This design comes from an exercise in tuning for small area, a short achievable clock period and few clock cycles per item on the open sky130 flow, not from production work. The RTL of this run was laid out without a check of its function. Power is estimated from default activity; no workload was simulated.

<file path="design.v">
module ubc_enc (
    input  wire        clk,
    input  wire        rst,
    input  wire        start,
    input  wire        in_valid,
    input  wire        in_end,
    input  wire [7:0]  in_data,
    output wire        in_ready,
    output wire        out_valid,
    output wire [20:0] out_data,
    input  wire        out_ready,
    output wire [1:0]  phase,
    output wire [31:0] in_count,
    output wire [31:0] out_count
);
    localparam [1:0] IDLE = 2'd0, BUSY = 2'd1, DONE = 2'd2;
    reg [1:0]  ph;
    reg        ending;        
    reg [1:0]  wcnt;          
    reg        tail;          
    reg        run;           
    reg [7:0]  w0, w1;
    reg [11:0] rc;
    reg        ov;
    reg [15:0] od;
    reg        hv, he;        
    reg [7:0]  hd;
    reg [31:0] in_cnt, out_cnt;
    function [15:0] u8(input [7:0] b);
        u8 = {8'h04, b};
    endfunction
    function [15:0] u12(input [11:0] n);
        u12 = {8'h4E + {4'd0, n[11:8]}, n[7:0]};
    endfunction
    function [15:0] apack(input [7:0] a, input [7:0] b);
        apack = {8'h5E + {2'd0, a[6], b[6], a[5:2]}, a[1:0], b[5:0]};
    endfunction
    wire busy   = (ph == BUSY);
    wire oflow  = !ov || out_ready;                   
    wire take   = in_valid && in_ready;
    wire xv     = hv || take;                         
    wire xe     = hv ? he : in_end;
    wire [7:0] xd = hv ? hd : in_data;
    wire flush  = busy && ending && !hv && wcnt != 2'd0;
    wire go     = (xv || flush) && oflow;
    wire fend   = xe || flush;                        
    wire newtx  = start && !busy;
    assign in_ready  = busy && !ending && !hv;
    assign out_valid = ov;
    assign out_data  = {5'd0, od};
    assign phase     = ph;
    assign in_count  = in_cnt;
    assign out_count = out_cnt;
    wire same1  = (xd == w0);
    wire same01 = (w0 == w1);
    wire asc    = !w0[7] && !w1[7];
    wire runon  = same1 && rc != 12'd4095;
    wire runst  = same01 && xd == w1;
    reg        emit;
    reg [15:0] s;
    reg        n_run, n_tail;
    reg [1:0]  n_wcnt;
    reg [7:0]  n_w0, n_w1;
    reg [11:0] n_rc;
    always @(*) begin
        emit   = 1'b0;
        s      = u8(w0);
        n_run  = run;
        n_tail = tail;
        n_wcnt = wcnt;
        n_w0   = w0;
        n_w1   = w1;
        n_rc   = rc;
        if (fend) begin
            n_run  = 1'b0;
            n_tail = 1'b0;
            n_wcnt = 2'd0;
            if (run) begin
                emit = 1'b1;
                s    = u12(rc);
            end else if (tail) begin
                emit = 1'b1;
                s    = u12({w0[3:0], w1});
            end else if (wcnt == 2'd2 && asc) begin
                emit = 1'b1;
                s    = apack(w0, w1);
            end else if (wcnt == 2'd2) begin
                emit   = 1'b1;
                s      = u8(w0);
                n_w0   = w1;
                n_wcnt = 2'd1;
            end else if (wcnt == 2'd1) begin
                emit = 1'b1;
                s    = u8(w0);
            end
        end else if (run) begin
            if (runon) begin
                n_rc = rc + 12'd1;
            end else begin
                emit   = 1'b1;
                s      = u12(rc);
                n_run  = 1'b0;
                n_w0   = xd;
                n_wcnt = 2'd1;
            end
        end else if (tail) begin
            emit   = 1'b1;
            s      = u12({w0[3:0], w1});
            n_tail = 1'b0;
            n_w0   = xd;
            n_wcnt = 2'd1;
        end else if (wcnt == 2'd0) begin
            n_w0   = xd;
            n_wcnt = 2'd1;
        end else if (wcnt == 2'd1) begin
            n_w1   = xd;
            n_wcnt = 2'd2;
        end else begin
            emit = 1'b1;
            if (runst) begin
                s      = u8(w0);
                n_run  = 1'b1;
                n_rc   = 12'd3;
                n_wcnt = 2'd0;
            end else if (asc) begin
                s      = apack(w0, w1);
                n_w0   = xd;
                n_wcnt = 2'd1;
            end else begin
                s      = u12({w0, w1[7:4]});
                n_tail = 1'b1;
                n_w0   = w1;
                n_w1   = xd;
            end
        end
    end
    wire       ov_n     = (ov && !out_ready) || (go && emit);
    wire       hv_n     = take ? !oflow : (hv && !oflow);
    wire       ending_n = ending || (take && in_end);
    wire [1:0] wcnt_g   = go ? n_wcnt : wcnt;
    wire       fin_n    = ending_n && !hv_n && wcnt_g == 2'd0 && !ov_n;
    always @(posedge clk) begin
        if (rst) begin
            ph <= IDLE;
            ov <= 1'b0;
            hv <= 1'b0;
        end else if (newtx) begin
            ph     <= BUSY;
            ending <= 1'b0;
            wcnt   <= 2'd0;
            tail   <= 1'b0;
            run    <= 1'b0;
            hv     <= 1'b0;
            ov     <= 1'b0;
        end else begin
            ov     <= ov_n;
            hv     <= hv_n;
            ending <= ending_n;
            if (busy && fin_n)
                ph <= DONE;
            if (take && !oflow) begin
                he <= in_end;
                hd <= in_data;
            end
            if (go) begin
                run  <= n_run;
                tail <= n_tail;
                wcnt <= n_wcnt;
                w0   <= n_w0;
                w1   <= n_w1;
                rc   <= n_rc;
                if (emit)
                    od <= s;
            end
        end
    end
    wire inc_o = go && emit;
    wire inc_i = take && !in_end;
    always @(posedge clk) begin
        in_cnt  <= newtx ? 32'd0 : in_cnt + {31'd0, inc_i};
        out_cnt <= newtx ? 32'd0 : out_cnt + {31'd0, inc_o};
    end
endmodule
module ubc_dec (
    input  wire        clk,
    input  wire        rst,
    input  wire        start,
    input  wire        mode,         
    input  wire        in_valid,
    input  wire        in_end,
    input  wire [20:0] in_data,
    output wire        in_ready,
    output wire        out_valid,
    output wire [7:0]  out_data,
    input  wire        out_ready,
    output wire [1:0]  phase,
    output wire [31:0] idx,
    output wire [31:0] out_count,
    output wire [1:0]  err_kind,
    output wire [31:0] err_idx,
    output wire [6:0]  err_sel
);
    localparam [1:0] IDLE = 2'd0, BUSY = 2'd1, DRAIN = 2'd2, DONE = 2'd3;
    reg [1:0]  st;
    reg        rdy;          
    reg        cmode;
    reg        ending;
    reg        pv;           
    reg [1:0]  pc;           
    reg [11:0] P;            
    reg [11:0] S;            
    reg        em;           
    reg        isrun;        
    reg        isp2;         
    reg        sa, sb, sc;   
    reg        addp;         
    reg [31:0] idx_r, ocnt;
    reg [31:0] pidx;         
    reg [1:0]  kind;
    reg        errf;         
    reg [2:0]  c1;
    wire hi0   = (in_data[20:16] == 5'd0);
    wire [6:0] t = in_data[15:9];
    wire is8   = hi0 && in_data[15:8] == 8'h04;
    wire is12  = hi0 && t >= 7'h27 && t <= 7'h2E;
    wire isA   = hi0 && t >= 7'h2F && t <= 7'h4E;
    wire isLB  = hi0 && (in_data[15:0] == 16'h000A || in_data[15:0] == 16'h000D);
    wire [11:0] n12 = {in_data[11:9] + 3'd1, in_data[8:0]};
    wire [4:0]  dA  = in_data[13:9] + 5'd17;    
    wire [2:0]  c   = isA ? {1'b1, dA[4:3]} : {1'b0, is12, is8};
    wire act   = (st == BUSY);
    wire take  = in_valid && rdy;
    wire dat   = take && !in_end && !isLB && act;
    wire xfer  = em && out_ready;
    wire plast = isrun ? (S == 12'd1) : sc;
    wire newtx = start && (st == IDLE || st == DONE);
    assign in_ready  = rdy;
    assign out_valid = em;
    assign out_data  = ({8{sa}} & P[11:4]) | ({8{sb}} & {P[3:0], S[11:8]}) | ({8{sc}} & S[7:0]);
    assign phase     = st;
    assign idx       = idx_r;
    assign out_count = ocnt;
    assign err_kind  = kind;
    assign err_idx   = {32{errf}} & pidx;
    assign err_sel   = {kind[0], c1, 1'b0, {2{errf}} & pc};
    wire pair_t3 = pc == 2'd2 && is12;
    wire pair_rn = pc == 2'd1 && is12;
    wire pair_p2 = pc == 2'd1 && is8;
    wire pair_ok = pair_t3 || pair_rn || pair_p2;
    reg [1:0] st_n;
    reg       em_n;
    always @(*) begin
        st_n = st;
        em_n = em && !(xfer && plast);
        if (newtx) begin
            st_n = BUSY;
            em_n = 1'b0;
        end else if (st == IDLE || st == DONE) begin
        end else if (ending) begin
            if (!em && !addp)
                st_n = DONE;
        end else if (take && in_end) begin
            if (act && pv && pc == 2'd1)
                em_n = !cmode;
        end else if (dat) begin
            if (!pv) begin
                if (isA)
                    em_n = !cmode;
            end else if (pair_ok) begin
                em_n = !cmode && !(pair_rn && n12 == 12'd0);
            end else begin
                st_n = DRAIN;
            end
        end
    end
    wire ending_n = newtx ? 1'b0 : (ending || (take && in_end));
    always @(posedge clk) begin
        if (rst) begin
            st  <= IDLE;
            em  <= 1'b0;
            rdy <= 1'b0;
        end else begin
            st  <= st_n;
            em  <= em_n;
            rdy <= (st_n == BUSY || st_n == DRAIN) && !ending_n && !em_n;
        end
    end
    always @(posedge clk) begin
        addp   <= 1'b0;
        ending <= ending_n;
        if (xfer) begin
            if (isrun)
                S <= S - 12'd1;
            sa <= isrun;
            sb <= sa && !isrun && !isp2;
            sc <= (sa && !isrun && isp2) || sb;
        end
        if (newtx) begin
            cmode <= mode;
            pv    <= 1'b0;
            kind  <= 2'd0;
            errf  <= 1'b0;
            c1    <= 3'd0;
        end else if (ending) begin
        end else if (take && in_end) begin
            pv <= 1'b0;
            if (act && pv) begin
                if (pc == 2'd1) begin
                    S     <= 12'd1;
                    isrun <= 1'b1;
                    addp  <= 1'b1;
                    {sa, sb, sc} <= 3'b100;
                end else begin
                    kind <= 2'd2;
                    errf <= 1'b1;
                end
            end
        end else if (dat) begin
            if (!pv) begin
                if (isA) begin
                    P[11:4] <= {1'b0, dA[4], dA[2:0], in_data[8:6]};
                    S[7:0]  <= {1'b0, dA[3], in_data[5:0]};
                    isrun   <= 1'b0;
                    isp2    <= 1'b1;
                    addp    <= 1'b1;
                    {sa, sb, sc} <= 3'b100;
                end else begin
                    pv   <= 1'b1;
                    pidx <= idx_r;
                    pc   <= {is12, is8};
                    P    <= is8 ? {in_data[7:0], 4'd0} : n12;
                end
            end else begin
                pv <= 1'b0;
                S  <= is8 ? {4'd0, in_data[7:0]} : n12;
                if (pair_ok) begin
                    isrun <= pair_rn;
                    isp2  <= pair_p2;
                    addp  <= 1'b1;
                    {sa, sb, sc} <= 3'b100;
                end else begin
                    kind <= 2'd1;
                    errf <= 1'b1;
                    c1   <= c;
                end
            end
        end
    end
    wire [11:0] amt = addp ? (isrun ? S : (isp2 ? 12'd2 : 12'd3)) : 12'd0;
    always @(posedge clk) begin
        idx_r <= newtx ? 32'd0 : idx_r + {31'd0, dat};
        ocnt  <= newtx ? 32'd0 : ocnt + {20'd0, amt};
    end
endmodule
module ubc_codec (
    input  wire        clk,
    input  wire        rst,
    input  wire        enc_start,
    input  wire        enc_in_valid,
    input  wire        enc_in_end,
    input  wire [7:0]  enc_in_data,
    output wire        enc_in_ready,
    output wire        enc_out_valid,
    output wire [20:0] enc_out_data,
    input  wire        enc_out_ready,
    output wire [1:0]  enc_phase,
    output wire [31:0] enc_in_count,
    output wire [31:0] enc_out_count,
    input  wire        dec_start,
    input  wire        dec_mode,
    input  wire        dec_in_valid,
    input  wire        dec_in_end,
    input  wire [20:0] dec_in_data,
    output wire        dec_in_ready,
    output wire        dec_out_valid,
    output wire [7:0]  dec_out_data,
    input  wire        dec_out_ready,
    output wire [1:0]  dec_phase,
    output wire [31:0] dec_idx,
    output wire [31:0] dec_out_count,
    output wire [1:0]  dec_err_kind,
    output wire [31:0] dec_err_idx,
    output wire [6:0]  dec_err_sel
);
    ubc_enc u_enc (
        .clk       (clk),
        .rst       (rst),
        .start     (enc_start),
        .in_valid  (enc_in_valid),
        .in_end    (enc_in_end),
        .in_data   (enc_in_data),
        .in_ready  (enc_in_ready),
        .out_valid (enc_out_valid),
        .out_data  (enc_out_data),
        .out_ready (enc_out_ready),
        .phase     (enc_phase),
        .in_count  (enc_in_count),
        .out_count (enc_out_count)
    );
    ubc_dec u_dec (
        .clk       (clk),
        .rst       (rst),
        .start     (dec_start),
        .mode      (dec_mode),
        .in_valid  (dec_in_valid),
        .in_end    (dec_in_end),
        .in_data   (dec_in_data),
        .in_ready  (dec_in_ready),
        .out_valid (dec_out_valid),
        .out_data  (dec_out_data),
        .out_ready (dec_out_ready),
        .phase     (dec_phase),
        .idx       (dec_idx),
        .out_count (dec_out_count),
        .err_kind  (dec_err_kind),
        .err_idx   (dec_err_idx),
        .err_sel   (dec_err_sel)
    );
endmodule
</file>
<file path="config.mk">
export PLATFORM = sky130hd
export DESIGN_NAME = ubc_codec
export DESIGN_NICKNAME = ubc_codec
export VERILOG_FILES = /design/flow/design.v
export SDC_FILE = /design/flow/constraint.sdc
export NUM_CORES = 4
export LEC_CHECK = 0
export ABC_CLOCK_PERIOD_IN_PS = 3000
export CAP_MARGIN = 20
export CORE_MARGIN = 2
export CORE_UTILIZATION = 40
export SETUP_SLACK_MARGIN = 3.0
export SLEW_MARGIN = 20
</file>
<file path="constraint.sdc">
create_clock -name core_clock -period 6.0 [get_ports {clk}]
set_input_delay 1.2000 -clock core_clock [delete_from_list [all_inputs] [get_ports {clk}]]
set_output_delay 1.2000 -clock core_clock [all_outputs]
set_load 0.01 [all_outputs]
</file>
<file path="flow/run.sh">
#!/bin/bash
# Standard layout, with plain buf_1 cells as the port buffers.
set -euo pipefail
export BUFFER_PORTS_ARGS="-buffer_cell sky130_fd_sc_hd__buf_1"
bash standard.sh > standard_flow.log 2>&1
</file>
<file path="standard.sh">
#!/bin/bash
# synth_recipe.tcl (not shown) runs the flow's synth.tcl, then flattens the netlist and writes it again
# the make line also repeats each setting of config.mk as NAME=value (left out here)
make -C /OpenROAD-flow-scripts/flow DESIGN_CONFIG=/design/flow/config.mk WORK_HOME=/design/flow/orfs CLKGATE_MAP_FILE= SYNTH_SCRIPT=/design/flow/synth_recipe.tcl "${@:-finish}"
</file>
==> results.txt <==
## sequential cells by signal, indices dropped and copies added, names as in the netlist, 3 cells and up
name	cells
u_dec.ocnt	32
u_dec.c1	3
u_enc.hd	8
u_dec.P	12
u_dec.idx_r	32
u_enc.w1	8
u_enc.in_cnt	32
u_dec.pidx	32
u_enc.rc	12
u_enc.w0	8
u_dec.S	12
u_enc.od	16
u_enc.out_cnt	32
## layer usage
| layer | part of all wire (%) | track usage [%] | vias up |
|---|---|---|---|
| met5 | 0 | 0 | - |
| met1 | 43 | 26.9 | 5795 |
| met2 | 49 | 36.8 | 340 |
| met3 | 5.0 | 3.28 | 93 |
| met4 | 3.7 | 7.75 | 0 |
| li1 | - | - | 5871 |
## Yosys cell counts, types with 11 or more instances
cell,count
inv_1,63
nor2b_1,16
ha_1,36
dfxtp_1,160
nand4_1,44
and2_1,47
or3_1,17
nor2_1,201
nand2_1,105
and3_1,34
nand2b_1,16
nor3_1,41
nor4_1,21
a21oi_1,57
xnor2_1,68
o21ai_0,45
clkbuf_1,46
xor2_1,80
nand3_1,60
mux2i_1,24
edfxtp_1,107
o21ai_1,11
## worst max-delay path, cell delays in order
cell	delay, ns
buf_1	0.21
nor4_1	0.13
o2111a_1	0.19
a31oi_4	0.28
ha_4	0.19
ha_4	0.13
and3_4	0.19
nand4_1	0.13
or3_4	0.36
or2_4	0.26
or3_1	0.34
a21oi_1	0.13
## power by group
group / switching, µW / leakage (µW) / internal [µW] / total (µW)
Sequential: 99.4 / 0.00222 / 1940 / 2040
Clock: 801 / 0.000528 / 1170 / 1970
Combinational: 279 / 0.00374 / 173 / 452
## cell usage in the layout, fill, tap and decap left out, types with 8 or more instances in the layout
cell type,instances
buf_1,230
and3_1,26
mux2i_4,8
clkbuf_16,33
o21ai_1,15
nor2_1,193
nand4_1,44
o211ai_1,10
ha_4,8
edfxtp_1,107
inv_1,56
buf_4,71
nand2_1,92
o22ai_1,10
a222oi_1,8
nand2b_1,16
nand2_2,11
nor4_1,10
ha_1,24
or3_1,12
buf_6,13
nor3_1,30
dfxtp_1,153
xor2_1,79
nand3_1,50
xnor2_1,66
and2_1,45
o21ai_0,38
nor2b_1,11
mux2i_1,20
a21oi_1,53
nand3_2,8
## kinds of logic after synthesis
kind of cell,Yosys count
simple gates,646
flops,267
compound gates,220
xor+xnor,149
buf+inv,135
fa+ha+maj,37
mux,32
other cells,1
## worst paths after layout
check / from / depth (start not counted) / end / slack (ns)
setup reg to reg: u_enc.wcnt[1] / 18 / u_enc.out_cnt[27] / 2.76
hold / removal: u_dec.c1[2] / 2 / u_dec.c1[2] / 0.50
hold reg to reg: u_dec.c1[2] / 2 / u_dec.c1[2] / 0.50
setup / recovery: dec_in_data[4] / 12 / u_dec.idx_r[22] / 2.74
## timing repair
action / 4_1_cts / 5_1_grt
setup endpoints to repair: 252 / 106
buffers inserted: 47 / 34
pin swaps: 33 / 37
gates cloned: 1 / 0
resized for setup: 87 / 56
## per-stage QoR
stage | area [µm²] | hold slack, ns | cells
after floorplan | 14300 | 0.501 | 1492
after global routing | 17800 | 0.526 | 2263
after global placement | 15500 | 0.489 | 2123
after detailed placement | 15500 | 0.494 | 2123
after CTS | 17300 | 0.508 | 2229
final | 17800 | 0.504 | 2263
## area by class of cell
cell class | instances | area [µm²]
Fill cell | 3191 | 16600
Multi-Input combinational cell | 1090 | 7710
Sequential cell | 267 | 6430
Timing Repair Buffer | 327 | 1720
Clock buffer | 46 | 935
Tap cell | 455 | 569
Inverter | 65 | 260
Clock inverter | 12 | 135
Timing Repair inverter | 1 | 5.00
==> impl_metrics.csv <==
group,metric,value,unit
run_status,status,"complete, no violations",
global_route,track_usage,21.3,%
global_route,grt-ovfl-total,0,
worst_hold_path,hold_class,"flip-flop to flip-flop",
power_and_ir_drop,power.total,4460,µW
synthesis,yosys_warnings,2,
cts,cts_root_buffer,"clkbuf_16",
timing,setup_tns,0,ns
synthesis,synth_cell_types,85,
placed_design,place_congestion,0.927,
finish,fin_nets,1860,
global_route,grt_pass1_vias,11600,
power_and_ir_drop,powerDensity,251,nW/µm²
timing,fin_crit_sh,54.3,%
synthesis,netlist_area,13900,µm²
synthesis,synth_flop_cell,"dfxtp_1",
synthesis,postSynthCellCount,1487,
synthesis,synth_edf_count,107,
synthesis,synthXorXnorAreaFrac,9.46,%
cts,numCtsBuffers,31,
timing,relSlewSlack,44.1,%
placed_design,port_buffers,239,
floorplan,pin_count,246,
timing,hold_viol_final,0,
worst_setup_path,worstPathArrival,3.77,ns
cts,path_clk_slew,0.06,ns
drt,num_vias,12100,
synthesis,ys_seq_area_share,46.3,%
drt,vias_per_cell,5.35,
timing,setup_viol,0,
synthesis,muxShareOfSynthArea,2.72,%
synthesis,synth_compound_area_share,10.6,%
timing,worstMarginPinSlew,0.831,ns
floorplan,die_h,190,µm
worst_setup_path,startpoint_type,"primary input",
finish,n_antenna_cell,0,
synthesis,synth-async-reset-ratio,0,%
worst_setup_path,critical_path_class,"primary input to flip-flop",
synthesis,ys_ff_latch,267,
global_route,antenna_found_initial,0,
synthesis,synth_top_family_by_area,"simple AND/OR/NAND/NOR gates",
cts,htree_levels,1,
run,drv_cap,0,
synthesis,synthTopCellsByArea,"edfxtp_1, dfxtp_1, nor2_1, xor2_1, xnor2_1",
drt,drt_iter0_markers,836,
cts,cts_buffer_depth,3,
synthesis,syn_area_per_cell,9.33,µm²
worst_setup_path,path_max_fanout,5,
cts,clock_sinks,267,
global_route,grt_pass1_wl,61.9,mm
drt,routed_wirelength,40.6,mm
timing,skew,0.0153,ns
timing,clock.fmax,307,MHz
finish,syn_to_final_growth,28.0,%
synthesis,yosys.area_share.simple,23.3,%
worst_setup_path,cp-end-kind,"flip-flop",
synthesis,synth_fa_ha_area_share,3.39,%
placed_design,post-dp-hpwl,28.2,mm
timing,min_period,3.26,ns
timing,slew_violations,0,
placed_design,preCtsSetupSlack,1.68,ns
drt,drt_first_pass_iters,6,
finish,drive_gt1_share,16.9,%
floorplan,initial_core_util,40.3,%
power_and_ir_drop,ir_drop,0.222,mV
power_and_ir_drop,p_leak,0.00649,µW
worst_setup_path,required,6.50,ns
timing,rsz0062_at_grt,"yes",
floorplan,die-area,36200,µm²
synthesis,yosysTopAreaCell,"edfxtp_1",
cts,insertion_delay,0.58,ns
drt,wl_per_cell,17.9,µm
synthesis,synth_top_area_share,23.2,%
drt,final_antenna_net_count,0,
cts,cts.hold.buffers_added,0,
global_route,grt_max_degree,73,
drt,drc_errors,0,
timing,setup_slack,2.74,ns
floorplan,fp.dieW,190,µm
cts,cts_tree,"yes",
finish,post-route-util,51.7,%
floorplan,num_rows,68,
floorplan,core-area,34400,µm²

==> afterwards: timing with drivers on the ports <==
The results above use ideal ports. As a check the final layout listed here was re-extracted and re-timed, cells and wires unchanged. Step 1 (the two cells are an assumption about what drives the block):
set clk [get_ports {clk}]
set_driving_cell -lib_cell sky130_fd_sc_hd__clkbuf_16 $clk
set_driving_cell -lib_cell sky130_fd_sc_hd__buf_2 [delete_from_list [all_inputs] $clk]
Step 2 times the ports against the registers' clock, not the clock port: input delays grow and output delays shrink by t, the midpoint of the rising clock arrivals with the driver on. Three values: no drivers, after step 1, after step 2; two values: the first two.
shift t [ns]: 0.623
setup slack, ns: 2.740 / 2.742 / 2.118
slew at the worst register clock pin (ns): 0.07 / 0.07
After both steps this run still meets setup and hold. The setup slack of this run moves by +0.002 ns with the drivers and by -0.622 ns with both steps.
